What follows belongs to an exercise in optimizing a design on an open flow for small area, a short achievable clock period and few clock cycles; a production flow would make more cautious choices. Function was checked by simulation only, so behaviour that the tests miss may differ from the original.

==> flow/design.v <==
module pcm_scaler (
    input  wire        clk,
    input  wire        rst,           
    input  wire        cfg_wr,
    input  wire        cfg_w16,       
    input  wire        cfg_signed,    
    input  wire        cfg_order,     
    input  wire        gain_wr,
    input  wire [31:0] gain_data,     
    output wire [16:0] gain_q,
    input  wire        in_valid,
    input  wire [7:0]  in_byte,
    output reg         in_ready,
    output reg         out_valid,
    output reg  [15:0] out_duty,
    input  wire        out_ready
);
    reg        a_w16;
    reg        a_signed;
    reg        a_order;
    reg [16:0] g;
    reg        g_max;         
    assign gain_q = g;
    always @(posedge clk) begin
        if (rst) begin
            a_w16    <= 1'b0;
            a_signed <= 1'b0;
            a_order  <= 1'b0;
            g        <= 17'h10000;
            g_max    <= 1'b1;
        end else begin
            if (cfg_wr) begin
                a_w16    <= cfg_w16;
                a_signed <= cfg_signed;
                a_order  <= cfg_order;
            end
            if (gain_wr) begin
                if (gain_data[31]) begin
                    g     <= 17'd0;
                    g_max <= 1'b0;
                end else if (|gain_data[30:17] || (gain_data[16] && |gain_data[15:0])) begin
                    g     <= 17'h10000;
                    g_max <= 1'b1;
                end else begin
                    g     <= gain_data[16:0];
                    g_max <= gain_data[16];
                end
            end
        end
    end
    reg        have_b0;
    reg [7:0]  b0;
    wire in_fire  = in_valid && in_ready;
    wire complete = in_fire && (!a_w16 || have_b0);
    wire ld_b0    = a_w16 && !have_b0;
    wire ld       = in_ready && (!a_w16 || have_b0);
    reg [6:0]  xr;            
    reg        x7p;           
    reg        x7n;           
    reg [7:0]  hi;            
    reg [15:0] gs;            
    reg        m_valid;
    reg        m_w16;
    reg        m_pass2;       
    reg        k_lo;          
    reg        k_mid;         
    wire flip = !a_signed;    
    wire do_p1, do_p2, do_8;
    always @(posedge clk) begin
        if (rst) begin
            have_b0 <= 1'b0;
        end else begin
            if (in_fire && a_w16 && !have_b0) begin
                have_b0 <= 1'b1;
            end else if (in_fire) begin
                have_b0 <= 1'b0;
            end
            if (cfg_wr)
                have_b0 <= 1'b0;
        end
        if (ld_b0)
            b0 <= in_byte;
        if (ld) begin
            m_w16 <= a_w16;
            gs <= g[15:0] | {16{g_max}};
            if (!a_w16) begin
                xr  <= in_byte[6:0];
                x7p <= 1'b0;
                x7n <= in_byte[7] ^ flip;
                k_lo  <= in_byte[7] ^ flip;
                k_mid <= 1'b0;
            end else if (a_order) begin
                xr  <= in_byte[6:0];
                x7p <= in_byte[7];
                x7n <= 1'b0;
                hi  <= {b0[7] ^ flip, b0[6:0]};
                k_lo  <= b0[7] ^ flip;
                k_mid <= b0[7] ^ flip;
            end else begin
                xr  <= b0[6:0];
                x7p <= b0[7];
                x7n <= 1'b0;
                hi  <= {in_byte[7] ^ flip, in_byte[6:0]};
                k_lo  <= in_byte[7] ^ flip;
                k_mid <= in_byte[7] ^ flip;
            end
        end else if (do_p1) begin
            xr  <= hi[6:0];
            x7p <= 1'b0;
            x7n <= hi[7];
            k_lo  <= 1'b0;
            k_mid <= 1'b0;
        end
    end
    wire [6:0]  x   = xr;
    wire [15:0] g_  = gs;
    wire [15:0] a   = {!m_pass2, {8{k_mid}}, {7{k_lo}}} | ({16{m_pass2}} & out_duty);
    wire m0 = ~(x[0] & g_[0]);
    wire m1 = ~(x[0] & g_[1]);
    wire m2 = ~(x[0] & g_[2]);
    wire m3 = ~(x[0] & g_[3]);
    wire m4 = ~(x[0] & g_[4]);
    wire m5 = ~(x[0] & g_[5]);
    wire m6 = ~(x[0] & g_[6]);
    wire m7 = ~(x[0] & g_[7]);
    wire m8 = ~(x[0] & g_[8]);
    wire m9 = ~(x[0] & g_[9]);
    wire m10 = ~(x[0] & g_[10]);
    wire m11 = ~(x[0] & g_[11]);
    wire m12 = ~(x[0] & g_[12]);
    wire m13 = ~(x[0] & g_[13]);
    wire m14 = ~(x[0] & g_[14]);
    wire m15 = ~(x[0] & g_[15]);
    wire m16 = ~(x[1] & g_[0]);
    wire m17 = ~(x[1] & g_[1]);
    wire m18 = ~(x[1] & g_[2]);
    wire m19 = ~(x[1] & g_[3]);
    wire m20 = ~(x[1] & g_[4]);
    wire m21 = ~(x[1] & g_[5]);
    wire m22 = ~(x[1] & g_[6]);
    wire m23 = ~(x[1] & g_[7]);
    wire m24 = ~(x[1] & g_[8]);
    wire m25 = ~(x[1] & g_[9]);
    wire m26 = ~(x[1] & g_[10]);
    wire m27 = ~(x[1] & g_[11]);
    wire m28 = ~(x[1] & g_[12]);
    wire m29 = ~(x[1] & g_[13]);
    wire m30 = ~(x[1] & g_[14]);
    wire m31 = ~(x[1] & g_[15]);
    wire m32 = ~(x[2] & g_[0]);
    wire m33 = ~(x[2] & g_[1]);
    wire m34 = ~(x[2] & g_[2]);
    wire m35 = ~(x[2] & g_[3]);
    wire m36 = ~(x[2] & g_[4]);
    wire m37 = ~(x[2] & g_[5]);
    wire m38 = ~(x[2] & g_[6]);
    wire m39 = ~(x[2] & g_[7]);
    wire m40 = ~(x[2] & g_[8]);
    wire m41 = ~(x[2] & g_[9]);
    wire m42 = ~(x[2] & g_[10]);
    wire m43 = ~(x[2] & g_[11]);
    wire m44 = ~(x[2] & g_[12]);
    wire m45 = ~(x[2] & g_[13]);
    wire m46 = ~(x[2] & g_[14]);
    wire m47 = ~(x[2] & g_[15]);
    wire m48 = ~(x[3] & g_[0]);
    wire m49 = ~(x[3] & g_[1]);
    wire m50 = ~(x[3] & g_[2]);
    wire m51 = ~(x[3] & g_[3]);
    wire m52 = ~(x[3] & g_[4]);
    wire m53 = ~(x[3] & g_[5]);
    wire m54 = ~(x[3] & g_[6]);
    wire m55 = ~(x[3] & g_[7]);
    wire m56 = ~(x[3] & g_[8]);
    wire m57 = ~(x[3] & g_[9]);
    wire m58 = ~(x[3] & g_[10]);
    wire m59 = ~(x[3] & g_[11]);
    wire m60 = ~(x[3] & g_[12]);
    wire m61 = ~(x[3] & g_[13]);
    wire m62 = ~(x[3] & g_[14]);
    wire m63 = ~(x[3] & g_[15]);
    wire m64 = ~(x[4] & g_[0]);
    wire m65 = ~(x[4] & g_[1]);
    wire m66 = ~(x[4] & g_[2]);
    wire m67 = ~(x[4] & g_[3]);
    wire m68 = ~(x[4] & g_[4]);
    wire m69 = ~(x[4] & g_[5]);
    wire m70 = ~(x[4] & g_[6]);
    wire m71 = ~(x[4] & g_[7]);
    wire m72 = ~(x[4] & g_[8]);
    wire m73 = ~(x[4] & g_[9]);
    wire m74 = ~(x[4] & g_[10]);
    wire m75 = ~(x[4] & g_[11]);
    wire m76 = ~(x[4] & g_[12]);
    wire m77 = ~(x[4] & g_[13]);
    wire m78 = ~(x[4] & g_[14]);
    wire m79 = ~(x[4] & g_[15]);
    wire m80 = ~(x[5] & g_[0]);
    wire m81 = ~(x[5] & g_[1]);
    wire m82 = ~(x[5] & g_[2]);
    wire m83 = ~(x[5] & g_[3]);
    wire m84 = ~(x[5] & g_[4]);
    wire m85 = ~(x[5] & g_[5]);
    wire m86 = ~(x[5] & g_[6]);
    wire m87 = ~(x[5] & g_[7]);
    wire m88 = ~(x[5] & g_[8]);
    wire m89 = ~(x[5] & g_[9]);
    wire m90 = ~(x[5] & g_[10]);
    wire m91 = ~(x[5] & g_[11]);
    wire m92 = ~(x[5] & g_[12]);
    wire m93 = ~(x[5] & g_[13]);
    wire m94 = ~(x[5] & g_[14]);
    wire m95 = ~(x[5] & g_[15]);
    wire m96 = ~(x[6] & g_[0]);
    wire m97 = ~(x[6] & g_[1]);
    wire m98 = ~(x[6] & g_[2]);
    wire m99 = ~(x[6] & g_[3]);
    wire m100 = ~(x[6] & g_[4]);
    wire m101 = ~(x[6] & g_[5]);
    wire m102 = ~(x[6] & g_[6]);
    wire m103 = ~(x[6] & g_[7]);
    wire m104 = ~(x[6] & g_[8]);
    wire m105 = ~(x[6] & g_[9]);
    wire m106 = ~(x[6] & g_[10]);
    wire m107 = ~(x[6] & g_[11]);
    wire m108 = ~(x[6] & g_[12]);
    wire m109 = ~(x[6] & g_[13]);
    wire m110 = ~(x[6] & g_[14]);
    wire m111 = ~(x[6] & g_[15]);
    wire m112 = ~((x7p & g_[0]) | (x7n & ~g_[0]));
    wire m113 = ~((x7p & g_[1]) | (x7n & ~g_[1]));
    wire m114 = ~((x7p & g_[2]) | (x7n & ~g_[2]));
    wire m115 = ~((x7p & g_[3]) | (x7n & ~g_[3]));
    wire m116 = ~((x7p & g_[4]) | (x7n & ~g_[4]));
    wire m117 = ~((x7p & g_[5]) | (x7n & ~g_[5]));
    wire m118 = ~((x7p & g_[6]) | (x7n & ~g_[6]));
    wire m119 = ~((x7p & g_[7]) | (x7n & ~g_[7]));
    wire m120 = ~((x7p & g_[8]) | (x7n & ~g_[8]));
    wire m121 = ~((x7p & g_[9]) | (x7n & ~g_[9]));
    wire m122 = ~((x7p & g_[10]) | (x7n & ~g_[10]));
    wire m123 = ~((x7p & g_[11]) | (x7n & ~g_[11]));
    wire m124 = ~((x7p & g_[12]) | (x7n & ~g_[12]));
    wire m125 = ~((x7p & g_[13]) | (x7n & ~g_[13]));
    wire m126 = ~((x7p & g_[14]) | (x7n & ~g_[14]));
    wire m127 = ~((x7p & g_[15]) | (x7n & ~g_[15]));
    wire s128, c128;
    pcm_fa u128 (.a(m5), .b(m20), .c(1'b1), .s(s128), .co(c128));
    wire s129, c129;
    pcm_fa u129 (.a(m6), .b(m21), .c(m36), .s(s129), .co(c129));
    wire s130, c130;
    pcm_fa u130 (.a(m51), .b(m66), .c(1'b1), .s(s130), .co(c130));
    wire s131, c131;
    pcm_fa u131 (.a(m7), .b(m22), .c(m37), .s(s131), .co(c131));
    wire s132, c132;
    pcm_fa u132 (.a(m52), .b(m67), .c(m82), .s(s132), .co(c132));
    wire s133, c133;
    pcm_fa u133 (.a(m97), .b(m112), .c(1'b1), .s(s133), .co(c133));
    wire s134, c134;
    pcm_fa u134 (.a(m8), .b(m23), .c(m38), .s(s134), .co(c134));
    wire s135, c135;
    pcm_fa u135 (.a(m53), .b(m68), .c(m83), .s(s135), .co(c135));
    wire s136, c136;
    pcm_fa u136 (.a(m98), .b(m113), .c(~(a[8])), .s(s136), .co(c136));
    wire s137, c137;
    pcm_fa u137 (.a(m9), .b(m24), .c(m39), .s(s137), .co(c137));
    wire s138, c138;
    pcm_fa u138 (.a(m54), .b(m69), .c(m84), .s(s138), .co(c138));
    wire s139, c139;
    pcm_fa u139 (.a(m99), .b(m114), .c(~(a[9])), .s(s139), .co(c139));
    wire s140, c140;
    pcm_fa u140 (.a(m10), .b(m25), .c(m40), .s(s140), .co(c140));
    wire s141, c141;
    pcm_fa u141 (.a(m55), .b(m70), .c(m85), .s(s141), .co(c141));
    wire s142, c142;
    pcm_fa u142 (.a(m100), .b(m115), .c(~(a[10])), .s(s142), .co(c142));
    wire s143, c143;
    pcm_fa u143 (.a(m11), .b(m26), .c(m41), .s(s143), .co(c143));
    wire s144, c144;
    pcm_fa u144 (.a(m56), .b(m71), .c(m86), .s(s144), .co(c144));
    wire s145, c145;
    pcm_fa u145 (.a(m101), .b(m116), .c(~(a[11])), .s(s145), .co(c145));
    wire s146, c146;
    pcm_fa u146 (.a(m12), .b(m27), .c(m42), .s(s146), .co(c146));
    wire s147, c147;
    pcm_fa u147 (.a(m57), .b(m72), .c(m87), .s(s147), .co(c147));
    wire s148, c148;
    pcm_fa u148 (.a(m102), .b(m117), .c(~(a[12])), .s(s148), .co(c148));
    wire s149, c149;
    pcm_fa u149 (.a(m13), .b(m28), .c(m43), .s(s149), .co(c149));
    wire s150, c150;
    pcm_fa u150 (.a(m58), .b(m73), .c(m88), .s(s150), .co(c150));
    wire s151, c151;
    pcm_fa u151 (.a(m103), .b(m118), .c(~(a[13])), .s(s151), .co(c151));
    wire s152, c152;
    pcm_fa u152 (.a(m14), .b(m29), .c(m44), .s(s152), .co(c152));
    wire s153, c153;
    pcm_fa u153 (.a(m59), .b(m74), .c(m89), .s(s153), .co(c153));
    wire s154, c154;
    pcm_fa u154 (.a(m104), .b(m119), .c(~(a[14])), .s(s154), .co(c154));
    wire s155, c155;
    pcm_fa u155 (.a(m15), .b(m30), .c(m45), .s(s155), .co(c155));
    wire s156, c156;
    pcm_fa u156 (.a(m60), .b(m75), .c(m90), .s(s156), .co(c156));
    wire s157, c157;
    pcm_fa u157 (.a(m105), .b(m120), .c(~(a[15])), .s(s157), .co(c157));
    wire s158, c158;
    pcm_fa u158 (.a(m31), .b(m46), .c(m61), .s(s158), .co(c158));
    wire s159, c159;
    pcm_fa u159 (.a(m76), .b(m91), .c(m106), .s(s159), .co(c159));
    wire s160, c160;
    pcm_fa u160 (.a(m47), .b(m62), .c(m77), .s(s160), .co(c160));
    wire s161, c161;
    pcm_fa u161 (.a(m3), .b(m18), .c(1'b1), .s(s161), .co(c161));
    wire s162, c162;
    pcm_fa u162 (.a(m4), .b(m19), .c(m34), .s(s162), .co(c162));
    wire s163, c163;
    pcm_fa u163 (.a(m49), .b(m64), .c(1'b1), .s(s163), .co(c163));
    wire s164, c164;
    pcm_fa u164 (.a(m35), .b(m50), .c(m65), .s(s164), .co(c164));
    wire s165, c165;
    pcm_fa u165 (.a(m80), .b(~(a[5])), .c(s128), .s(s165), .co(c165));
    wire s166, c166;
    pcm_fa u166 (.a(m81), .b(m96), .c(~(a[6])), .s(s166), .co(c166));
    wire s167, c167;
    pcm_fa u167 (.a(c128), .b(s129), .c(s130), .s(s167), .co(c167));
    wire s168, c168;
    pcm_fa u168 (.a(~(a[7])), .b(c129), .c(c130), .s(s168), .co(c168));
    wire s169, c169;
    pcm_fa u169 (.a(s131), .b(s132), .c(s133), .s(s169), .co(c169));
    wire s170, c170;
    pcm_fa u170 (.a(c131), .b(c132), .c(c133), .s(s170), .co(c170));
    wire s171, c171;
    pcm_fa u171 (.a(s134), .b(s135), .c(s136), .s(s171), .co(c171));
    wire s172, c172;
    pcm_fa u172 (.a(c134), .b(c135), .c(c136), .s(s172), .co(c172));
    wire s173, c173;
    pcm_fa u173 (.a(s137), .b(s138), .c(s139), .s(s173), .co(c173));
    wire s174, c174;
    pcm_fa u174 (.a(c137), .b(c138), .c(c139), .s(s174), .co(c174));
    wire s175, c175;
    pcm_fa u175 (.a(s140), .b(s141), .c(s142), .s(s175), .co(c175));
    wire s176, c176;
    pcm_fa u176 (.a(c140), .b(c141), .c(c142), .s(s176), .co(c176));
    wire s177, c177;
    pcm_fa u177 (.a(s143), .b(s144), .c(s145), .s(s177), .co(c177));
    wire s178, c178;
    pcm_fa u178 (.a(c143), .b(c144), .c(c145), .s(s178), .co(c178));
    wire s179, c179;
    pcm_fa u179 (.a(s146), .b(s147), .c(s148), .s(s179), .co(c179));
    wire s180, c180;
    pcm_fa u180 (.a(c146), .b(c147), .c(c148), .s(s180), .co(c180));
    wire s181, c181;
    pcm_fa u181 (.a(s149), .b(s150), .c(s151), .s(s181), .co(c181));
    wire s182, c182;
    pcm_fa u182 (.a(c149), .b(c150), .c(c151), .s(s182), .co(c182));
    wire s183, c183;
    pcm_fa u183 (.a(s152), .b(s153), .c(s154), .s(s183), .co(c183));
    wire s184, c184;
    pcm_fa u184 (.a(c152), .b(c153), .c(c154), .s(s184), .co(c184));
    wire s185, c185;
    pcm_fa u185 (.a(s155), .b(s156), .c(s157), .s(s185), .co(c185));
    wire s186, c186;
    pcm_fa u186 (.a(m121), .b(c155), .c(c156), .s(s186), .co(c186));
    wire s187, c187;
    pcm_fa u187 (.a(c157), .b(s158), .c(s159), .s(s187), .co(c187));
    wire s188, c188;
    pcm_fa u188 (.a(m92), .b(m107), .c(m122), .s(s188), .co(c188));
    wire s189, c189;
    pcm_fa u189 (.a(c158), .b(c159), .c(s160), .s(s189), .co(c189));
    wire s190, c190;
    pcm_fa u190 (.a(m63), .b(m78), .c(m93), .s(s190), .co(c190));
    wire s191, c191;
    pcm_fa u191 (.a(m108), .b(m123), .c(c160), .s(s191), .co(c191));
    wire s192, c192;
    pcm_fa u192 (.a(m79), .b(m94), .c(m109), .s(s192), .co(c192));
    wire s193, c193;
    pcm_fa u193 (.a(m2), .b(m17), .c(1'b1), .s(s193), .co(c193));
    wire s194, c194;
    pcm_fa u194 (.a(m33), .b(m48), .c(~(a[3])), .s(s194), .co(c194));
    wire s195, c195;
    pcm_fa u195 (.a(~(a[4])), .b(c161), .c(s162), .s(s195), .co(c195));
    wire s196, c196;
    pcm_fa u196 (.a(c162), .b(c163), .c(s164), .s(s196), .co(c196));
    wire s197, c197;
    pcm_fa u197 (.a(c164), .b(c165), .c(s166), .s(s197), .co(c197));
    wire s198, c198;
    pcm_fa u198 (.a(c166), .b(c167), .c(s168), .s(s198), .co(c198));
    wire s199, c199;
    pcm_fa u199 (.a(c168), .b(c169), .c(s170), .s(s199), .co(c199));
    wire s200, c200;
    pcm_fa u200 (.a(c170), .b(c171), .c(s172), .s(s200), .co(c200));
    wire s201, c201;
    pcm_fa u201 (.a(c172), .b(c173), .c(s174), .s(s201), .co(c201));
    wire s202, c202;
    pcm_fa u202 (.a(c174), .b(c175), .c(s176), .s(s202), .co(c202));
    wire s203, c203;
    pcm_fa u203 (.a(c176), .b(c177), .c(s178), .s(s203), .co(c203));
    wire s204, c204;
    pcm_fa u204 (.a(c178), .b(c179), .c(s180), .s(s204), .co(c204));
    wire s205, c205;
    pcm_fa u205 (.a(c180), .b(c181), .c(s182), .s(s205), .co(c205));
    wire s206, c206;
    pcm_fa u206 (.a(c182), .b(c183), .c(s184), .s(s206), .co(c206));
    wire s207, c207;
    pcm_fa u207 (.a(c184), .b(c185), .c(s186), .s(s207), .co(c207));
    wire s208, c208;
    pcm_fa u208 (.a(c186), .b(c187), .c(s188), .s(s208), .co(c208));
    wire s209, c209;
    pcm_fa u209 (.a(c188), .b(c189), .c(s190), .s(s209), .co(c209));
    wire s210, c210;
    pcm_fa u210 (.a(m124), .b(c190), .c(c191), .s(s210), .co(c210));
    wire s211, c211;
    pcm_fa u211 (.a(m95), .b(m110), .c(m125), .s(s211), .co(c211));
    wire s212, c212;
    pcm_fa u212 (.a(m1), .b(m16), .c(1'b1), .s(s212), .co(c212));
    wire s213, c213;
    pcm_fa u213 (.a(m32), .b(~(a[2])), .c(s193), .s(s213), .co(c213));
    wire s214, c214;
    pcm_fa u214 (.a(s161), .b(c193), .c(s194), .s(s214), .co(c214));
    wire s215, c215;
    pcm_fa u215 (.a(s163), .b(c194), .c(s195), .s(s215), .co(c215));
    wire s216, c216;
    pcm_fa u216 (.a(s165), .b(c195), .c(s196), .s(s216), .co(c216));
    wire s217, c217;
    pcm_fa u217 (.a(s167), .b(c196), .c(s197), .s(s217), .co(c217));
    wire s218, c218;
    pcm_fa u218 (.a(s169), .b(c197), .c(s198), .s(s218), .co(c218));
    wire s219, c219;
    pcm_fa u219 (.a(s171), .b(c198), .c(s199), .s(s219), .co(c219));
    wire s220, c220;
    pcm_fa u220 (.a(s173), .b(c199), .c(s200), .s(s220), .co(c220));
    wire s221, c221;
    pcm_fa u221 (.a(s175), .b(c200), .c(s201), .s(s221), .co(c221));
    wire s222, c222;
    pcm_fa u222 (.a(s177), .b(c201), .c(s202), .s(s222), .co(c222));
    wire s223, c223;
    pcm_fa u223 (.a(s179), .b(c202), .c(s203), .s(s223), .co(c223));
    wire s224, c224;
    pcm_fa u224 (.a(s181), .b(c203), .c(s204), .s(s224), .co(c224));
    wire s225, c225;
    pcm_fa u225 (.a(s183), .b(c204), .c(s205), .s(s225), .co(c225));
    wire s226, c226;
    pcm_fa u226 (.a(s185), .b(c205), .c(s206), .s(s226), .co(c226));
    wire s227, c227;
    pcm_fa u227 (.a(s187), .b(c206), .c(s207), .s(s227), .co(c227));
    wire s228, c228;
    pcm_fa u228 (.a(s189), .b(c207), .c(s208), .s(s228), .co(c228));
    wire s229, c229;
    pcm_fa u229 (.a(s191), .b(c208), .c(s209), .s(s229), .co(c229));
    wire s230, c230;
    pcm_fa u230 (.a(s192), .b(c209), .c(s210), .s(s230), .co(c230));
    wire s231, c231;
    pcm_fa u231 (.a(c192), .b(c210), .c(s211), .s(s231), .co(c231));
    wire s232, c232;
    pcm_fa u232 (.a(m111), .b(m126), .c(c211), .s(s232), .co(c232));
    wire [23:0] ta = {~(x7n), m127, c231, c230, c229, c228, c227, c226, c225, c224, c223, c222, c221, c220, c219, c218, c217, c216, c215, c214, c213, c212, ~(a[1]), m0};
    wire [23:0] tb = {1'b1, c232, s232, s231, s230, s229, s228, s227, s226, s225, s224, s223, s222, s221, s220, s219, s218, s217, s216, s215, s214, s213, s212, ~(a[0])};
    wire [23:0] tsum = ta + tb + 24'd1;
    wire [15:0] rh = ~tsum[23:8];
    reg        s_valid;
    reg [7:0]  s_v;
    wire pop     = out_valid && out_ready;
    wire push_ok = !s_valid || out_ready;
    wire empty_n = !s_valid && (!out_valid || out_ready);    
    assign do_p1 = m_valid && m_w16 && !m_pass2 && empty_n;
    assign do_p2 = m_valid && m_pass2;
    assign do_8  = m_valid && !m_w16 && push_ok;
    wire   m_done = do_p2 || do_8;
    wire [7:0]  v8   = {~rh[15], rh[14:8]};
    wire [15:0] mres = m_w16 ? {rh[15] ^ m_pass2, rh[14:0]} : {v8, v8};
    wire to_s = do_8 && out_valid && !pop;
    always @(posedge clk) begin
        if (rst) begin
            out_valid <= 1'b0;
            s_valid   <= 1'b0;
        end else begin
            if (!out_valid || pop)
                out_valid <= s_valid || do_8 || do_p2;
            if (s_valid && pop)
                s_valid <= do_8;
            else if (to_s)
                s_valid <= 1'b1;
        end
        if (!out_valid || pop)
            out_duty <= s_valid ? {s_v, s_v} : mres;
        if (s_valid ? pop : to_s)
            s_v <= v8;
    end
    always @(posedge clk) begin
        if (rst) begin
            m_valid <= 1'b0;
            m_pass2 <= 1'b0;
        end else begin
            if (complete) begin
                m_valid <= 1'b1;
                m_pass2 <= 1'b0;
            end else if (m_done) begin
                m_valid <= 1'b0;
                m_pass2 <= 1'b0;
            end else if (do_p1) begin
                m_pass2 <= 1'b1;
            end
        end
    end
    reg  nx_w16, nx_have_b0, nx_m_valid, nx_m_w16, nx_m_pass2, nx_s_valid;
    always @(*) begin
        nx_w16     = cfg_wr ? cfg_w16 : a_w16;
        nx_have_b0 = !cfg_wr && (in_fire ? (a_w16 && !have_b0) : have_b0);
        nx_m_valid = complete || (m_valid && !m_done);
        nx_m_w16   = ld ? a_w16 : m_w16;
        nx_m_pass2 = !complete && !m_done && (m_pass2 || do_p1);
        nx_s_valid = (s_valid && pop) ? do_8 : (s_valid || to_s);
    end
    always @(posedge clk) begin
        if (rst)
            in_ready <= 1'b1;
        else
            in_ready <= (nx_w16 && !nx_have_b0) || !nx_m_valid ||
                        (nx_m_w16 ? nx_m_pass2 : !nx_s_valid);
    end
endmodule
module pcm_fa (input wire a, input wire b, input wire c, output wire s, output wire co);
    assign s  = a ^ b ^ c;
    assign co = (a & b) | (a & c) | (b & c);
endmodule
==> flow/flow/run.sh <==
#!/bin/bash
# Own layout flow: the standard ORFS flow (standard synthesis, floorplan,
# placement, CTS, routing) unchanged, except that the ports are buffered with
# the small sky130_fd_sc_hd__buf_1 instead of the delay buffer buffer_ports
# picks by default. Each run's full output goes to a log in this folder.
set -euo pipefail
export BUFFER_PORTS_ARGS="-buffer_cell sky130_fd_sc_hd__buf_1"
bash standard.sh finish > standard_flow.log 2>&1
==> flow/standard.sh <==
#!/bin/bash
# synth_recipe.tcl (not shown) runs the flow's synth.tcl, then flattens the netlist and writes it again
# the make line also repeats each setting of config.mk as NAME=value (left out here)
make -C /OpenROAD-flow-scripts/flow DESIGN_CONFIG=/design/flow/config.mk WORK_HOME=/design/flow/orfs CLKGATE_MAP_FILE= SYNTH_SCRIPT=/design/flow/synth_recipe.tcl "${@:-finish}"
==> flow/config.mk <==
export PLATFORM = sky130hd
export DESIGN_NAME = pcm_scaler
export DESIGN_NICKNAME = pcm_scaler
export VERILOG_FILES = /design/flow/design.v
export SDC_FILE = /design/flow/constraint.sdc
export NUM_CORES = 4
export LEC_CHECK = 0
export CAP_MARGIN = 20
export CORE_MARGIN = 2
export CORE_UTILIZATION = 50
export CTS_BUF_LIST = sky130_fd_sc_hd__clkbuf_8
export CTS_CLUSTER_SIZE = 24
export SLEW_MARGIN = 20
export SYNTH_HIERARCHICAL = 1
export SYNTH_MINIMUM_KEEP_SIZE = 0
==> flow/constraint.sdc <==
create_clock -name core_clock -period 15.0 [get_ports {clk}]
set_input_delay 3.0000 -clock core_clock [delete_from_list [all_inputs] [get_ports {clk}]]
set_output_delay 3.0000 -clock core_clock [all_outputs]
set_load 0.01 [all_outputs]
==> summary.txt, run 1 <==
Timing
  – Max-Slew Margin vs Limit: 0.300
  – Worst-margin pin slew: ~1.0 ns
  – RSZ-0062 raised after global routing: false
  – Setup TNS: 0 ns
  – Endpoints failing setup: 0
  – Final slew viol count: 0
  – Fin crit share: 0.350
  – Fin crit period: roughly 5.3 ns
  – Hold Fails Final Rpt: 0
  – F_max: between 150 and 200 MHz
  – Post-route setup slack: a little under 10 ns
  – Worst Skew: 0.00611 ns

Logic synthesis
  – Post-synthesis xor/xnor area fraction: 0.0205
  – Mapped Cells: 675
  – Post-synthesis sequential area ratio: 0.340
  – Top_reg_cell synth: edfxtp_1
  – Post-synth EDFFs: 67
  – Top cells by area, synth: fa_1, edfxtp_1, dfxtp_1
  – Synth Area in Compound Gates: 0.0936
  – Synth warn: 7
  – Post-Syn Area: 7520 um2
  – Simple-gate area share of the yosys netlist: 0.137
  – Mux contribution to synthesized area: 0.0608
  – Area share of fa/ha/maj cells after synthesis: 0.316
  – Cell taking the most area after synthesis: fa_1
  – Seq cells post-synth: 94
  – Ys async rst share: 0
  – Main combinational cell family by area after synthesis: adder cells
  – Syn avg cell area: 11.1 um2
  – Top-area cell type share of the netlist area: 0.280
  – Post-synthesis cell type count: 56

Hold path
  – Hold Crit Start: m_valid
  – Worst Hold End: out_valid
  – Hold depth: 2
  – Hold Crit Class: flop to flop

Global route
  – GRT Residual Overflow: 0
  – First-pass GRT wire length: between 20 and 30 mm
  – Pin count of the biggest net entering global routing: 30
  – Initial antenna violation count: 0
  – Vias in the first global route: 5578
  – GR Util All Layers: 0.233

Setup path
  – Top fanout value on the critical path: 20
  – Delay-heaviest family, CP: adder cells
  – Worst-path cell chain: a21oi_1 > fa_1 > fa_1 > fa_1 > fa_1 > ha_1 > a21o_1 > a221oi_1 > o21a_1 > o211ai_4 > a311o_1 > a21oi_1 > xnor2_1 > o221ai_1
  – WS Path Type: flop to flop
  – Setup slack, reg-to-reg: 9.75 ns
  – Startpoint types: flop
  – Worst reg2reg startpoint: m_pass2
  – Buf+Inv Stages, Crit Path: 0
  – CP endpoint kind: flop
  – Critical path's largest stage delay: ~0.85 ns
  – Worst R2R Path Depth: 14
  – Most used cell, CP: fa_1
  – Reg-to-Reg End: out_duty[6]
  – Crit path DAT: roughly 5.4 ns
  – CP Data Required Time: around 15 ns
  – Slowest cell on crit path: dfxtp_1

Final layout
  – Commonest non-fill, non-tap cells in the layout: nand2_1, fa_1, buf_1
  – Final core occ: 0.557
  – Layout cells sized above 1: 0.0765
  – Post-layout nets: between 900 and 1k
  – Number of diodes: 0
  – Layout area overhead: 8.06%
  – Commonest non-fill, non-tap cell in the layout: nand2_1

Detailed routing
  – Final routed DRC violation total: 0
  – WL/cell: 19.5 um
  – Detail Route Antenna Nets: 0
  – DR pass1 iterations: 5
  – Vias/cell: between 5 and 6
  – Drt total wl: 17.9 mm
  – Routed via count: 5312
  – Initial DRC count: approximately 310

Clock network
  – Worst-Skew Late Latency: 0.37 ns
  – Clock tree buffer depth: 2
  – Resized Gates After CTS: 0
  – CTS tree: done
  – # Post-CTS Setup Buffers: 0
  – Clock Sinks: 94
  – CTS Hold Bufs: 0
  – Num CTS Buffers: 9
  – CTS root buf: clkbuf_8
  – Clk slew on worst S/H paths: 0.09 ns
  – H-tree levels: 3

Die
  – Effective utilization at floorplan: 0.515
  – Vert. Die Dim: 127 um
  – Row count: 44
  – Top-Level Pins: 84
  – CORE AREA: 14600 um2
  – Die Span X: around 130 um
  – Die Footprint: 16000 um2

Place
  – Setup WS pre-CTS: 9.75 ns
  – IO Port Bufs: 83
  – GPL Wtd Cong: ~0.86
  – DP HPWL: 14.3 mm

Flow run
  – Max cap viols: 0

Status
  – Status: complete, no violations
## per-module statistics from Yosys, one instance, submodules excluded
| module | flip-flops and latches | copies in the design | cells inside |
|---|---|---|---|
| pcm_scaler | 94 | 1 | 570 |
| pcm_fa | 0 | 105 | 1 |
## worst max path at each step
stage,cells after the start,end,from
after global placement,14,out_duty[6],m_pass2
after detailed placement,14,out_duty[6],m_pass2
after floorplan,16,out_duty[6],x7n
final,14,out_duty[6],m_pass2
after global routing,14,out_duty[6],m_pass2
after CTS,14,out_duty[6],m_pass2
## through the flow
step | hold slack (ns) | instance area (um2) | std cells
2_1_floorplan | 0.484 | 7540 | 681
3_3_place_gp | 0.505 | 7900 | 900
3_5_place_dp | 0.514 | 7900 | 900
4_1_cts | 0.524 | 8110 | 915
5_1_grt | 0.542 | 8120 | 916
6_report | 0.527 | 8120 | 916
## worst min-delay path: stages (launching register included)
cell and delay (ns):
dfxtp_1 0.35, nand2b_1 0.08, a21oi_1 0.06
## logic make-up after synthesis
kind of cell | Yosys count
xor+xnor | 16
other cells | 1
flops | 94
mux | 44
simple gates | 231
fa+ha+maj | 127
compound gates | 102
buf+inv | 60
## state kept, by name, summed over array words and instances, names as in the netlist, 7 cells and up
signal / count
b0: 8
g: 17
gs: 16
hi: 8
out_duty: 16
s_v: 8
xr: 7
## cells in the mapped netlist, types with 6 or more instances
| cell type | instances |
|---|---|
| mux2i_1 | 31 |
| dfxtp_1 | 27 |
| nor4_1 | 7 |
| fa_1 | 105 |
| nand2b_1 | 8 |
| mux2_2 | 13 |
| nand3_1 | 6 |
| a22oi_1 | 16 |
| xnor2_1 | 9 |
| nand2_1 | 139 |
| or2_2 | 18 |
| ha_1 | 22 |
| inv_1 | 9 |
| nor2_1 | 29 |
| clkbuf_1 | 46 |
| a21oi_1 | 31 |
| edfxtp_1 | 67 |
| xor2_1 | 6 |
| o21ai_0 | 23 |
## final cells by class
cell class / count / area [um2]
clock inverters: 5 / 76.3
flip-flops and latches: 94 / 2550
multi-input cells: 527 / 4750
repair buffers: 86 / 338
well taps: 184 / 230
inverters: 10 / 37.5
clock buffers: 10 / 138
fillers: 1295 / 6470
## layer usage
metal  wire, um  vias up  global-route usage
met2       8940      175               0.392
li1           -     2408                   -
met1       7270     2686               0.289
met3        777       43              0.0321
met4        864        0               0.136
met5          0        -                   0
Testbench counts, summed over its fixed seeds: cycles 22,711.
==> run 2: changes to the inputs <==
--- a/flow/config.mk
+++ b/flow/config.mk
@@ -7,9 +7,9 @@
 export LEC_CHECK = 0
 export CAP_MARGIN = 20
 export CORE_MARGIN = 2
-export CORE_UTILIZATION = 50
+export CORE_UTILIZATION = 40
 export CTS_BUF_LIST = sky130_fd_sc_hd__clkbuf_8
-export CTS_CLUSTER_SIZE = 24
+export CTS_CLUSTER_SIZE = 40
 export SLEW_MARGIN = 20
 export SYNTH_HIERARCHICAL = 1
 export SYNTH_MINIMUM_KEEP_SIZE = 0
==> run 2 against run 1 <==
Effect of this change: still clean on timing, DRC and antenna; synthesized area did not move; utilization decreased by 12 points; setup slack lost 0.026 ns; clock-buffer cell count decreased by 1; fmax down 0.49%; cell area rose by 0.49%; register-to-register slack got worse by 0.03 ns; sequential share of layout area decreased by 0.15 points; first-iteration DRC count is 12% lower; critical path type unchanged; highest routed layer unchanged.
==> summary.txt, run 2 <==
Final layout
  – Flip-flop count of the largest register after layout: 17
  – Post-layout nets: 904
  – Biggest regs: g: 17 flops, gs: 16 flops, out_duty: 16 flops
  – Non-filler cells, final: 967
  – Layout area overhead: 8.59%
  – Commonest non-fill, non-tap cells in the layout: nand2_1, fa_1, buf_1
  – Number of diodes: 0
  – Layout cells sized above 1: 0.0778
  – Largest Register: g
  – Commonest non-fill, non-tap cell in the layout: nand2_1

Clock network
  – CTS Hold Bufs: 0
  – # Post-CTS Setup Buffers: 0
  – Worst-Skew Late Latency: 0.38 ns
  – CTS tree: done
  – Clock Sinks: 94
  – CTS root buf: clkbuf_8
  – Clk slew on worst S/H paths: 0.09 ns
  – Num CTS Buffers: 9
  – H-tree levels: 3
  – Clock tree buffer depth: 2
  – Resized Gates After CTS: 0

Hold path
  – Hold Crit Start: m_valid
  – Worst Hold End: out_valid
  – Hold depth: 2
  – Hold Crit Class: flop to flop

Place
  – GPL Wtd Cong: ~0.87
  – Setup WS pre-CTS: 9.77 ns
  – IO Port Bufs: 83
  – DP HPWL: about 14 mm
  – Inst Count DP: 950

Setup path
  – Top fanout value on the critical path: 20
  – Crit path DAT: 5.35 ns
  – WS Path Type: flop to flop
  – Worst reg2reg startpoint: m_pass2
  – Setup slack, reg-to-reg: 9.72 ns
  – CP Data Required Time: 15.07 ns
  – CP endpoint kind: flop
  – Reg-to-Reg End: out_duty[14]
  – Worst R2R Path Depth: 14
  – Startpoint types: flop

Timing
  – Endpoints failing setup: 0
  – Setup TNS: 0 ns
  – RSZ-0062 raised after global routing: false
  – Post-route setup slack: 9.72 ns
  – Fin crit period: 5.28 ns
  – Hold slack: roughly 0.54 ns
  – Worst-margin pin slew: around 1.0 ns
  – Fin crit share: 0.352
  – Final slew viol count: 0
  – Hold Fails Final Rpt: 0
  – Worst Skew: about 0.019 ns
  – F_max: ~190 MHz
  – Max-Slew Margin vs Limit: 0.331

Die
  – Row count: 50
  – Die Span X: 141 um
  – CORE AREA: 18600 um2
  – Effective utilization at floorplan: 0.405
  – Vert. Die Dim: 141 um
  – Die Footprint: 19900 um2
  – Top-Level Pins: 84

Detailed routing
  – DR pass1 iterations: 7
  – Initial DRC count: approximately 270
  – Routed via count: 5209
  – Final routed DRC violation total: 0
  – WL/cell: 18.1 um
  – Drt total wl: 17.5 mm
  – Vias/cell: 5.39
  – Detail Route Antenna Nets: 0

Logic synthesis
  – Post-synthesis cell type count: between 50 and 60
  – Synth warn: 7
  – Post-synthesis sequential area ratio: 0.340
  – Post-synth EDFFs: 67
  – Cell taking the most area after synthesis: fa_1
  – Most common cell in the netlist: nand2_1
  – Seq cells post-synth: 94
  – Top-area cell type share of the netlist area: 0.280
  – Top cells by count, synth: nand2_1, fa_1, edfxtp_1
  – Top cells by area, synth: fa_1, edfxtp_1, dfxtp_1
  – Top_reg_cell synth: edfxtp_1
  – Mapped Cells: 675
  – Syn avg cell area: 11.1 um2
  – Ys async rst share: 0
  – Post-Syn Area: 7520 um2

Global route
  – Vias in the first global route: 5646
  – Pin count of the biggest net entering global routing: 30
  – GR Util All Layers: 0.188
  – First-pass GRT wire length: 29.1 mm
  – Initial antenna violation count: 0
  – GRT Residual Overflow: 0

Status
  – Status: complete, no violations

Flow run
  – Max cap viols: 0
run 2: cell counts after synthesis:
Identical to the previous run, type by type.
run 2: cells by family after synthesis:
logic type / synth area share
and+or+nand+nor: 0.137
adders and majority gates: 0.316
AOI/OAI and AO/OA: 0.0936
DFF: 0.340
buffers and inverters: 0.0315
muxes: 0.0608
xor gates and xnor gates: 0.0205
other: 0.000499
run 2: worst max-delay path, cell delays in order, from the launching register on:
cell      delay, ns
dfxtp_1        0.78
a21oi_1        0.27
fa_1           0.45
fa_1           0.48
fa_1           0.52
fa_1           0.42
ha_1           0.39
a21o_1         0.19
a221oi_1       0.29
o21a_1         0.23
o211ai_4       0.11
a311o_1        0.31
a21oi_1        0.18
xnor2_1        0.19
o21ai_0        0.14
run 2: how the worst max path moves through the flow:
| stage | from | end | slack, ns | depth (start not counted) |
|---|---|---|---|---|
| 2_1_floorplan | x7n | out_duty[6] | 10.11 | 16 |
| 3_3_place_gp | x7n | out_duty[6] | 9.89 | 14 |
| 3_5_place_dp | xr[0] | out_duty[14] | 9.77 | 14 |
| 4_1_cts | xr[0] | out_duty[14] | 9.73 | 14 |
| 5_1_grt | m_pass2 | out_duty[14] | 9.44 | 14 |
| 6_report | m_pass2 | out_duty[14] | 9.72 | 14 |
run 2: final cells by class:
cell class,count,area (um2)
timing repair buffer,86,338
sequential,94,2550
tap,234,293
multi-input combinational,527,4750
clock inverter,7,67.6
clock buffer,9,124
inverter,10,37.5
fill,1770,10400
run 2: Yosys stat by module (local to each module, per instance):
module | area (um2) | flops+latches | copies in the design
pcm_fa | 20.0 | 0 | 105
pcm_scaler | 5410 | 94 | 1
run 2: per-layer routing:
| layer | GRT usage | routed length, um | up-vias |
|---|---|---|---|
| li1 | - | - | 2419 |
| met1 | 0.239 | 7380 | 2546 |
| met2 | 0.318 | 8430 | 208 |
| met3 | 0.0367 | 1240 | 36 |
| met5 | 0 | 0 | - |
| met4 | 0.0684 | 469 | 0 |
run 2: per-stage QoR:
step	area, um2	utilization
after floorplan	7540	-
after global placement	7960	0.428
after detailed placement	7960	0.428
after CTS	8150	0.439
after global routing	8160	0.439
final	8160	0.439
==> run 3: changes to the inputs <==
--- a/flow/config.mk
+++ b/flow/config.mk
@@ -9,7 +9,8 @@
 export CORE_MARGIN = 2
 export CORE_UTILIZATION = 40
 export CTS_BUF_LIST = sky130_fd_sc_hd__clkbuf_8
-export CTS_CLUSTER_SIZE = 40
+export CTS_CLUSTER_SIZE = 24
+export GPL_TIMING_DRIVEN = 1
 export SLEW_MARGIN = 20
 export SYNTH_HIERARCHICAL = 1
 export SYNTH_MINIMUM_KEEP_SIZE = 0
==> run 3 against run 2 <==
Effect of this change: wire length unchanged; clock-buffer cell count unchanged; die area unchanged; first-iteration DRC count unchanged; setup slack stayed put; global-route usage unchanged.
==> summary.txt, run 3 <==
Setup path
  – Top fanout value on the critical path: 20
  – Slowest cell on crit path: dfxtp_1
  – Critical path's largest stage delay: 0.78 ns
  – Worst reg2reg startpoint: m_pass2
  – WS Path Type: flop to flop
  – Crit path DAT: roughly 5.4 ns
  – Reg-to-Reg End: out_duty[14]
  – Worst R2R Path Depth: 14
  – CP Launch Point: m_pass2
  – Setup slack, reg-to-reg: 9.72 ns
  – Worst-path cell chain: a21oi_1 > fa_1 > fa_1 > fa_1 > fa_1 > ha_1 > a21o_1 > a221oi_1 > o21a_1 > o211ai_4 > a311o_1 > a21oi_1 > xnor2_1 > o21ai_0
  – CP Data Required Time: 15.07 ns
  – Worst Setup EP: out_duty[14]
  – Most used cell, CP: fa_1
  – Startpoint types: flop
  – CP endpoint kind: flop

Die
  – Die Span X: 141 um
  – Row count: 50
  – CORE AREA: 18600 um2
  – Vert. Die Dim: about 140 um
  – Top-Level Pins: 84
  – Effective utilization at floorplan: 0.405
  – Die Footprint: 19900 um2

Place
  – GPL Wtd Cong: 0.870
  – IO Port Bufs: 83
  – DP HPWL: approximately 14 mm
  – Setup WS pre-CTS: 9.77 ns
  – Inst Count DP: 950

Clock network
  – CTS tree: done
  – Num CTS Buffers: 9
  – Clk slew on worst S/H paths: approximately 0.090 ns
  – Resized Gates After CTS: 0
  – H-tree levels: 3
  – Clock tree buffer depth: 2
  – # Post-CTS Setup Buffers: 0
  – CTS root buf: clkbuf_8
  – CTS Hold Bufs: 0
  – Clock Sinks: 94
  – Worst-Skew Late Latency: 0.38 ns

Detailed routing
  – Routed via count: 5209
  – WL/cell: 18.1 um
  – Vias/cell: 5.39
  – DR pass1 iterations: 7
  – Initial DRC count: 274
  – Detail Route Antenna Nets: 0
  – Drt total wl: approximately 18 mm
  – Final routed DRC violation total: 0

Global route
  – Initial antenna violation count: 0
  – GRT Residual Overflow: 0
  – Pin count of the biggest net entering global routing: 30
  – GR Util All Layers: 0.188
  – Vias in the first global route: 5646
  – Top Usage Layer GRT: met2
  – Met3 usage: 0.0367
  – First-pass GRT wire length: 29.1 mm
  – Met1 Usage GRT: 0.239
  – GR Util met2: 0.318

Final layout
  – Biggest regs: g: 17 flops, gs: 16 flops, out_duty: 16 flops
  – Final core occ: 0.439
  – Commonest non-fill, non-tap cell in the layout: nand2_1
  – FILL cells: 1770
  – Non-filler cells, final: 967
  – Layout area overhead: 8.59%
  – Flip-flop count of the largest register after layout: 17
  – Commonest non-fill, non-tap cells in the layout: nand2_1, fa_1, buf_1
  – Layout cells sized above 1: 0.0778
  – Post-layout nets: 904
  – Number of diodes: 0
  – Largest Register: g

Logic synthesis
  – Ys async rst share: 0
  – Top cells by area, synth: fa_1, edfxtp_1, dfxtp_1
  – Seq cells post-synth: 94
  – Post-synthesis cell type count: 56
  – Top_reg_cell synth: edfxtp_1
  – Top-area cell type share of the netlist area: 0.280
  – Synth warn: 7
  – Cell taking the most area after synthesis: fa_1
  – Post-synthesis sequential area ratio: 0.340
  – Mapped Cells: 675
  – Syn avg cell area: approximately 11 um2
  – Post-synth EDFFs: 67
  – Top cells by count, synth: nand2_1, fa_1, edfxtp_1
  – Most common cell in the netlist: nand2_1
  – Post-Syn Area: between 7000 and 8000 um2

Timing
  – Worst-margin pin slew: 1.00 ns
  – Endpoints failing setup: 0
  – Max-Slew Margin vs Limit: 0.331
  – Final slew viol count: 0
  – Fin crit period: 5.28 ns
  – Fin crit share: 0.352
  – Hold Fails Final Rpt: 0
  – RSZ-0062 raised after global routing: false
  – Worst Skew: about 0.019 ns
  – Post-route setup slack: 9.72 ns
  – Setup TNS: 0 ns
  – F_max: around 190 MHz

Status
  – Status: complete, no violations

Hold path
  – Hold Crit Class: flop to flop

Flow run
  – Max cap viols: 0
-- run 3: worst max-delay path, delay by kind of cell (launching register included) --
family          cells  cell delay (ns)
compound gates      8             1.72
xor+xnor            1             0.19
fa+ha+maj           5             2.26
flops               1             0.78
-- run 3: cell type report --
type / instances / area, um2 / share of cell area
multi-input cells: 527 / 4750 / 0.582
flip-flops and latches: 94 / 2550 / 0.313
well taps: 234 / 293 / 0.0359
clock buffers: 9 / 124 / 0.0152
repair buffers: 86 / 338 / 0.0414
clock inverters: 7 / 67.6 / 0.00828
inverters: 10 / 37.5 / 0.00460
-- run 3: worst min path at each step --
stage             from         to  depth (start not counted)
3_3_place_gp   m_valid  out_valid                          2
6_report       m_valid  out_valid                          2
2_1_floorplan  m_valid  out_valid                          2
4_1_cts        m_valid  out_valid                          2
3_5_place_dp   m_valid  out_valid                          2
5_1_grt        m_valid  out_valid                          2
-- run 3: cells by family (layout without fill, tap and decap cells) --
kind of cell,count (synthesis),in the layout,share of synthesized area
AO/OA/AOI/OAI,102,102,0.0936
flip-flops,94,94,0.340
adder cells (fa/ha/maj),127,127,0.316
XOR/XNOR,16,16,0.0205
multiplexers,44,44,0.0608
buffers and inverters,60,112,0.0315
other,1,7,0.000499
AND/OR/NAND/NOR,231,231,0.137
-- run 3: metal layers --
| layer | wire [um] | up-vias |
|---|---|---|
| li1 | - | 2419 |
| met3 | 1240 | 36 |
| met5 | 0 | - |
| met4 | 469 | 0 |
| met1 | 7380 | 2546 |
| met2 | 8430 | 208 |
-- run 3: stage by stage --
step                hold WS [ns]  area [um2]
floorplan                  0.484        7540
global placement           0.511        7960
detailed placement         0.523        7960
CTS                        0.540        8150
global route               0.580        8160
finish                     0.540        8160
-- run 3: modules after synthesis (local to each module, per instance) --
module,flops+latches,cells inside,times used
pcm_scaler,94,570,1
pcm_fa,0,1,105
==> run 4: changes to the inputs <==
--- a/flow/config.mk
+++ b/flow/config.mk
@@ -10,7 +10,6 @@
 export CORE_UTILIZATION = 40
 export CTS_BUF_LIST = sky130_fd_sc_hd__clkbuf_8
 export CTS_CLUSTER_SIZE = 24
-export GPL_TIMING_DRIVEN = 1
 export SLEW_MARGIN = 20
 export SYNTH_HIERARCHICAL = 1
 export SYNTH_MINIMUM_KEEP_SIZE = 0
==> run 4 against run 3 <==
Effect of this change: global-route usage is the same; fmax is the same; wire length is the same; critical path depth is the same; final cell count is the same; utilization is the same; synthesized area is the same; clock-buffer cell count is the same; first-iteration DRC count is the same.
==> summary.txt, run 4 <==
Clock network
  – H-tree levels: 3
  – # Post-CTS Setup Buffers: 0
  – CTS tree: done
  – Worst-Skew Late Latency: 0.38 ns
  – Clock tree buffer depth: 2
  – Resized Gates After CTS: 0
  – Num CTS Buffers: 9
  – CTS root buf: clkbuf_8
  – CTS Hold Bufs: 0
  – Clk slew on worst S/H paths: 0.09 ns
  – Clock Sinks: 94

Global route
  – First-pass GRT wire length: 29.1 mm
  – GR Util All Layers: 0.188
  – GRT Residual Overflow: 0
  – Vias in the first global route: 5646
  – Initial antenna violation count: 0
  – Pin count of the biggest net entering global routing: 30

Setup path
  – CP Launch Point: m_pass2
  – Startpoint types: flop
  – Crit path DAT: 5.35 ns
  – CP endpoint kind: flop
  – Worst R2R Path Depth: 14
  – Worst reg2reg startpoint: m_pass2
  – Top fanout value on the critical path: 20
  – Setup slack, reg-to-reg: 9.72 ns
  – Worst Setup EP: out_duty[14]
  – WS Path Type: flop to flop
  – Reg-to-Reg End: out_duty[14]
  – CP Data Required Time: around 15 ns

Detailed routing
  – Initial DRC count: 274
  – Drt total wl: 17.5 mm
  – Final routed DRC violation total: 0
  – Detail Route Antenna Nets: 0
  – WL/cell: 18.1 um
  – Vias/cell: 5.39
  – DR pass1 iterations: 7
  – Routed via count: 5209

Die
  – Effective utilization at floorplan: 0.405
  – Die Span X: around 140 um
  – Vert. Die Dim: 141 um
  – Top-Level Pins: 84
  – Die Footprint: 19900 um2
  – CORE AREA: around 19000 um2
  – Row count: 50

Place
  – Inst Count DP: 950
  – Setup WS pre-CTS: 9.77 ns
  – GPL Wtd Cong: 0.870
  – DP HPWL: 14.4 mm
  – Post-DP Area: 7960 um2
  – IO Port Bufs: 83

Logic synthesis
  – Top cells by count, synth: nand2_1, fa_1, edfxtp_1
  – Post-Syn Area: 7520 um2
  – Ys async rst share: 0
  – Syn avg cell area: 11.1 um2
  – Top cells by area, synth: fa_1, edfxtp_1, dfxtp_1
  – Synth warn: 7
  – Mapped Cells: 675
  – Post-synth EDFFs: 67
  – Seq cells post-synth: 94
  – Top-area cell type share of the netlist area: 0.280
  – Cell taking the most area after synthesis: fa_1
  – Top_reg_cell synth: edfxtp_1
  – Post-synthesis sequential area ratio: 0.340
  – Post-synthesis cell type count: 56
  – Most common cell in the netlist: nand2_1

Timing
  – Setup TNS: 0 ns
  – Worst-margin pin slew: 1.00 ns
  – Max-Slew Margin vs Limit: 0.331
  – Fin crit share: 0.352
  – Hold Fails Final Rpt: 0
  – Final slew viol count: 0
  – Worst Skew: 0.0190 ns
  – RSZ-0062 raised after global routing: false
  – Fin crit period: 5.28 ns
  – Post-route setup slack: between 9 and 10 ns
  – F_max: around 190 MHz
  – Endpoints failing setup: 0

Final layout
  – Flip-flop count of the largest register after layout: 17
  – Commonest non-fill, non-tap cells in the layout: nand2_1, fa_1, buf_1
  – Sequential Area: 2550 um2
  – Footprint of the multi-input gates: 4750 um2
  – Largest Register: g
  – Post-layout nets: 904
  – Non-filler cells, final: 967
  – Commonest non-fill, non-tap cell in the layout: nand2_1
  – Layout area overhead: 8.59%
  – Biggest regs: g: 17 flops, gs: 16 flops, out_duty: 16 flops
  – Layout cells sized above 1: 0.0778
  – Number of diodes: 0
  – FILL cells: 1770
  – Post-route cell area: 8160 um2

Flow run
  – Max cap viols: 0

Hold path
  – Hold Crit Class: flop to flop
  – Hold depth: 2
  – Hold Crit Start: m_valid

Status
  – Status: complete, no violations
==> run 4: cell counts after synthesis <==
Identical to the previous run, type by type.
==> run 4: final cells by class <==
cell class | instances | share of cell area
repair buffers | 86 | 0.0414
clock buffers | 9 | 0.0152
clock inverters | 7 | 0.00828
well taps | 234 | 0.0359
inverters | 10 | 0.00460
multi-input cells | 527 | 0.582
flip-flops and latches | 94 | 0.313
==> run 4: routing by layer <==
metal / vias to the layer above / global-route usage / wire [um]
met2: 208 / 0.318 / 8430
met4: 0 / 0.0684 / 469
met1: 2546 / 0.239 / 7380
met3: 36 / 0.0367 / 1240
li1: 2419 / - / -
met5: - / 0 / 0
==> run 4: critical path, cell delays in order, from the launching register on <==
cell and delay [ns]:
dfxtp_1 0.78, a21oi_1 0.27, fa_1 0.45, fa_1 0.48, fa_1 0.52, fa_1 0.42
ha_1 0.39, a21o_1 0.19, a221oi_1 0.29, o21a_1 0.23, o211ai_4 0.11, a311o_1 0.31
a21oi_1 0.18, xnor2_1 0.19, o21ai_0 0.14
==> run 4: how the worst min path moves through the flow <==
| stage | endpoint | slack, ns |
|---|---|---|
| 2_1_floorplan | out_valid | 0.48 |
| 3_3_place_gp | out_valid | 0.51 |
| 3_5_place_dp | out_valid | 0.52 |
| 4_1_cts | out_valid | 0.54 |
| 5_1_grt | out_valid | 0.58 |
| 6_report | out_valid | 0.54 |
==> run 4: stage by stage <==
| stage | util | hold WS, ns |
|---|---|---|
| 2_1_floorplan | - | 0.484 |
| 3_3_place_gp | 0.428 | 0.511 |
| 3_5_place_dp | 0.428 | 0.523 |
| 4_1_cts | 0.439 | 0.540 |
| 5_1_grt | 0.439 | 0.580 |
| 6_report | 0.439 | 0.540 |
==> run 4: modules after synthesis (local to each module, per instance) <==
module | times used | cells inside
pcm_scaler | 1 | 570
pcm_fa | 105 | 1
==> run 4: kinds of logic (layout without fill, tap and decap cells) <==
kind of cell	count (synthesis)	count (layout)	share of synthesized area
simple gates	231	231	0.137
fa+ha+maj	127	127	0.316
compound gates	102	102	0.0936
flops	94	94	0.340
buf+inv	60	112	0.0315
mux	44	44	0.0608
xor+xnor	16	16	0.0205
other cells	1	7	0.000499
==> run 5: changes to the inputs <==
--- a/flow/config.mk
+++ b/flow/config.mk
@@ -6,10 +6,13 @@
 export NUM_CORES = 4
 export LEC_CHECK = 0
 export CAP_MARGIN = 20
+export CELL_PAD_IN_SITES_DETAIL_PLACEMENT = 0
+export CELL_PAD_IN_SITES_GLOBAL_PLACEMENT = 0
 export CORE_MARGIN = 2
 export CORE_UTILIZATION = 40
 export CTS_BUF_LIST = sky130_fd_sc_hd__clkbuf_8
 export CTS_CLUSTER_SIZE = 24
+export PLACE_DENSITY = 0.85
 export SLEW_MARGIN = 20
 export SYNTH_HIERARCHICAL = 1
 export SYNTH_MINIMUM_KEEP_SIZE = 0
==> run 5 against run 4 <==
Effect of this change: non-clock buffer count stayed put; clock skew is 0.0012 ns lower; largest cell class unchanged; synthesized area stayed put; first-iteration DRC count is 53% higher; final cell count stayed put; still clean; critical path type unchanged; synthesized cell count stayed put.
==> summary.txt, run 5 <==
Die
  – Die Footprint: 19900 um2
  – Die Span X: 141 um
  – Top-Level Pins: between 80 and 90
  – Vert. Die Dim: 141 um
  – Row count: 50
  – Effective utilization at floorplan: 0.405
  – CORE AREA: between 15000 and 20000 um2

Setup path
  – Buf+Inv Stages, Crit Path: 0
  – Most used cell, CP: fa_1
  – Reg-to-Reg End: out_duty[14]
  – WS Path Type: flop to flop
  – Crit path DAT: between 5 and 6 ns
  – Slowest cell on crit path: edfxtp_1
  – CP Depth: 14
  – Critical path's largest stage delay: a little over 0.8 ns
  – Worst R2R Path Depth: 14
  – Top fanout value on the critical path: 16
  – Startpoint types: flop
  – Worst reg2reg startpoint: xr[0]
  – Setup slack, reg-to-reg: 9.68 ns
  – Delay-heaviest family, CP: adder cells
  – Worst-path cell chain: nand2_1 > fa_1 > fa_1 > fa_1 > fa_1 > ha_1 > and3_1 > a221oi_1 > o21a_1 > o211ai_4 > a311o_1 > a21oi_1 > xnor2_1 > o21ai_0
  – CP endpoint kind: flop
  – CP Launch Point: xr[0]
  – Worst Setup EP: out_duty[14]
  – CP Data Required Time: 15.08 ns

Clock network
  – Worst-Skew Late Latency: 0.39 ns
  – Num CTS Buffers: 9
  – CTS root buf: clkbuf_8
  – Clock Sinks: 94
  – CTS Hold Bufs: 0
  – Clk slew on worst S/H paths: ~0.090 ns
  – # Post-CTS Setup Buffers: 0
  – CTS tree: done
  – H-tree levels: 3
  – Resized Gates After CTS: 0
  – Clock tree buffer depth: 2

Detailed routing
  – Drt total wl: 16.7 mm
  – Detail Route Antenna Nets: 0
  – Routed via count: 5299
  – WL/cell: 17.3 um
  – Initial DRC count: 420
  – DR pass1 iterations: 5
  – Vias/cell: 5.48
  – Final routed DRC violation total: 0

Timing
  – RSZ-0062 raised after global routing: false
  – Worst-margin pin slew: 0.875 ns
  – F_max: around 190 MHz
  – Fin crit period: 5.32 ns
  – Setup TNS: 0 ns
  – Hold slack: 0.531 ns
  – Endpoints failing setup: 0
  – Post-route setup slack: 9.68 ns
  – Max-Slew Margin vs Limit: 0.416
  – Worst Skew: 0.0178 ns
  – Hold Fails Final Rpt: 0
  – Final slew viol count: 0
  – Fin crit share: 0.355

Final layout
  – Biggest regs: g: 17 flops, gs: 16 flops, out_duty: 16 flops
  – Flip-flop count of the largest register after layout: 17
  – Commonest non-fill, non-tap cells in the layout: nand2_1, fa_1, buf_1
  – Commonest non-fill, non-tap cell in the layout: nand2_1
  – Post-layout nets: around 900
  – Number of diodes: 0
  – Non-filler cells, final: 967
  – Layout area overhead: 8.57%
  – Largest Register: g
  – Layout cells sized above 1: 0.0805

Logic synthesis
  – Mapped Cells: slightly below 700
  – Cell taking the most area after synthesis: fa_1
  – Seq cells post-synth: 94
  – Post-synthesis sequential area ratio: 0.340
  – Post-Syn Area: between 7000 and 8000 um2
  – Syn avg cell area: ~11 um2
  – Post-synthesis cell type count: 56
  – Top cells by count, synth: nand2_1, fa_1, edfxtp_1
  – Synth warn: 7
  – Ys async rst share: 0
  – Post-synth EDFFs: between 60 and 70
  – Top_reg_cell synth: edfxtp_1
  – Top cells by area, synth: fa_1, edfxtp_1, dfxtp_1
  – Most common cell in the netlist: nand2_1
  – Top-area cell type share of the netlist area: 0.280

Place
  – Inst Count DP: 951
  – GPL Wtd Cong: 0.895
  – DP HPWL: 13.3 mm
  – Setup WS pre-CTS: slightly below 10 ns
  – IO Port Bufs: between 80 and 90

Global route
  – GRT Residual Overflow: 0
  – Initial antenna violation count: 0
  – GR Util All Layers: 0.181
  – Vias in the first global route: between 5k and 6k
  – First-pass GRT wire length: 28.3 mm
  – Pin count of the biggest net entering global routing: 30

Status
  – Status: complete, no violations

Flow run
  – Max cap viols: 0

Hold path
  – Hold Crit Class: flop to flop
[run 5: changes by cell type in the layout (fill, tap and decap cells not counted), sizes merged]
cell | previous run | this run
clkbuf | 9 | 11
clkinvlp | 1 | 0
bufinv | 1 | 0
[run 5: cell families after synthesis]
kind of cell	Yosys count	synth area share
XOR/XNOR	16	0.0205
multiplexers	44	0.0608
AND/OR/NAND/NOR	231	0.137
other	1	0.000499
AO/OA/AOI/OAI	102	0.0936
buffers and inverters	60	0.0315
adder cells (fa/ha/maj)	127	0.316
flip-flops	94	0.340
[run 5: worst min-delay path, cell delays in order, from the launching register on]
cell	delay (ns)
edfxtp_1	0.33
nand2_1	0.04
o21ai_0	0.06
[run 5: metrics by stage]
stage          cell area [um2]   util
2_1_floorplan             7540      -
4_1_cts                   8160  0.439
5_1_grt                   8160  0.439
3_5_place_dp              7970  0.429
6_report                  8160  0.439
3_3_place_gp              7960  0.428
[run 5: worst min-delay path by stage]
stage	startpoint	endpoint	slack, ns	cells after the start
2_1_floorplan	m_valid	out_valid	0.48	2
3_3_place_gp	m_valid	out_valid	0.50	2
3_5_place_dp	hi[2]	xr[2]	0.52	2
4_1_cts	hi[2]	xr[2]	0.54	2
5_1_grt	m_valid	out_valid	0.56	2
6_report	hi[2]	xr[2]	0.53	2
[run 5: layer usage]
| layer | global-route usage | up-vias | part of all wire |
|---|---|---|---|
| met2 | 0.312 | 192 | 0.51 |
| met3 | 0.0374 | 54 | 0.058 |
| met5 | 0 | - | 0 |
| met1 | 0.213 | 2644 | 0.39 |
| li1 | - | 2409 | - |
| met4 | 0.0926 | 0 | 0.042 |
[run 5: area by class of cell]
type                    count  area [um2]
clock inverters             5        38.8
fillers                  1674       10400
repair buffers             86         338
multi-input cells         527        4750
well taps                 234         293
inverters                  10        37.5
clock buffers              11         151
flip-flops and latches     94        2550
[run 5: modules after synthesis, one instance, submodules excluded]
| module | cell area [um2] | copies in the design | flops+latches |
|---|---|---|---|
| pcm_fa | 20.0 | 105 | 0 |
| pcm_scaler | 5410 | 1 | 94 |

-- re-timing with driven ports --
In the flow no input, the clock included, has a driving cell. The finished layouts below were timed again as built, in two steps. Step 1: set_driving_cell puts a clkbuf_16 on clk and a buf_2 on each other input, an assumption about the parent block. Step 2 adds t to the input delays and takes it off the output delays; t is the mean of the earliest and latest rising clock arrival at the registers after step 1. Input paths then give back, and output paths get back, about the clock's delay inside the block. a / b / c = no drivers / after step 1 / after step 2; a / b = the first two.
| run | t, ns | setup WS [ns] | worst setup path at the end | latest minus earliest clock arrival (ns) | pins driven straight from the clock port |
|---|---|---|---|---|---|
| run 1 | 0.401 | 9.746 / 9.746 / 9.746 | register to register | 0.006 / 0.007 | 1 |
| run 2 | 0.410 | 9.721 / 9.721 / 9.721 | register to register | 0.019 / 0.019 | 1 |
| run 3 | 0.410 | 9.721 / 9.721 / 9.721 | register to register | 0.019 / 0.019 | 1 |
| run 4 | 0.410 | 9.721 / 9.721 / 9.721 | register to register | 0.019 / 0.019 | 1 |
| run 5 | 0.414 | 9.678 / 9.678 / 9.678 | register to register | 0.018 / 0.017 | 1 |
After both steps every run listed still meets setup and hold.
